This is an optimization exercise on Yosys and OpenROAD, whose aim is small area, a short achievable clock period and few clock cycles per item, not a production implementation. The RTL was checked by simulation tests, not by an equivalence proof against the original design.

## flow/design.v (module list and top-level ports; edited modules follow where they fit)
// module rcg_legrom: 1764 lines
// module ranging_code_gen: 167 lines
module ranging_code_gen (
    input  wire        clk,
    input  wire        rst,
    input  wire        cmd_valid,
    output wire        cmd_ready,
    input  wire [1:0]  cmd_mode,    
    input  wire [13:0] cmd_arg,     
    input  wire [13:0] cmd_p,       
    input  wire [13:0] cmd_len,     
    output reg         chip_valid,
    output reg         chip
);
  // ...
==> flow/run.sh <==
#!/bin/bash
# synth_recipe.tcl (not shown) runs the flow's synth.tcl, then flattens the netlist and writes it again
# the make line also repeats each setting of config.mk as NAME=value (left out here)
make -C /OpenROAD-flow-scripts/flow DESIGN_CONFIG=/design/flow/config.mk WORK_HOME=/design/flow/orfs CLKGATE_MAP_FILE= SYNTH_SCRIPT=/design/flow/synth_recipe.tcl finish
==> flow/config.mk <==
export PLATFORM = sky130hd
export DESIGN_NAME = ranging_code_gen
export DESIGN_NICKNAME = ranging_code_gen
export VERILOG_FILES = /design/flow/design.v
export SDC_FILE = /design/flow/constraint.sdc
export NUM_CORES = 4
export LEC_CHECK = 0
export CAP_MARGIN = 20
export CORE_MARGIN = 2
export CORE_UTILIZATION = 40
export SLEW_MARGIN = 20
export SYNTH_MEMORY_MAX_BITS = 16384
==> flow/constraint.sdc <==
create_clock -name core_clock -period 8.0 [get_ports {clk}]
set_input_delay 1.6000 -clock core_clock [delete_from_list [all_inputs] [get_ports {clk}]]
set_output_delay 1.6000 -clock core_clock [all_outputs]
set_load 0.01 [all_outputs]
==> reports/qor.yml, run 1 <==
synth_nets: 1725
tightestPinTransition_ns: 1.01
min_period_ns: 6.37
cts_tree: "done"
nets: 1671
max_freq_mhz: 157
grt_use_total_pct: 33.8
clkTransAtPathRegs_ns: 0.09
seq_area_mm2: 0.00304
clockRootBuffer: "clkbuf_16"
synth_top_family_by_area: "compound AO/OA/AOI/OAI gates"
seq-cell-share_pct: 22.8
tns_ns: 0
start_util_pct: 40.6
nClkBuffers: 9
vias_per_cell: 6.93
maxUsedRoutingLayer: "met4"
powerDensity_mw_per_mm2: 422
drt-met1-wl_um: 21200
crit_fanout: 24
grt-busiest-layer: "met2"
status: "complete, no violations"
drive_gt1_share_pct: 6.86
row_count: 64
startpoint: "mode[0]"
drv_slew: 0
synth_seq_cells: 111
syn_avg_cell_area_um2: 7.75
yosys_warnings: 2
synth_xor_area_share_pct: 5.41
dieArea_mm2: 0.0326
r2r_start: "mode[0]"
grt_pass1_wl_um: 83800
post_cts_buffers: 0
Testbench counts, summed over its fixed seeds: cycles 16,758, chips 14,062.
==> run 2, diff against run 1 <==
--- a/flow/config.mk
+++ b/flow/config.mk
@@ -10,3 +10,2 @@
 export CORE_UTILIZATION = 40
 export SLEW_MARGIN = 20
-export SYNTH_MEMORY_MAX_BITS = 16384
==> run 2 against run 1 <==
The flow now stops in 1_2_yosys.
==> reports/qor.yml, run 2 <==
status: "aborted with a tool error"
yosys_warnings: 2  # unchanged
stop_stage: "1_2_yosys"
tool.error: "ERROR: TCL interpreter returned an error: Source files actually used in the design:"

## what the ideal ports hide
No port has a modelled driver above. Below, the same layout with a new extraction and two added sets of constraints.
Step 1 assumes that a clkbuf_16 drives the clock port and a buf_2 every other input.
Step 2 also shifts input and output timing later by t, the mid clock arrival at the registers, as if the neighbouring blocks saw the same clock.
Three values: ideal ports, drivers, drivers and shift; two values: the first two.
run: run 1
t (ns): 0.399
slack for setup (ns): 1.626 / 1.626 / 1.626
worst setup path after step 2: register to register
slew at the worst register clock pin (ns): 0.09 / 0.09
worst data-port slew with drivers (ns): 0.05
After both steps setup and hold are still met in run 1. For run 1, drivers alone change the setup slack by 0.000 ns; drivers and shift together by 0.000 ns.
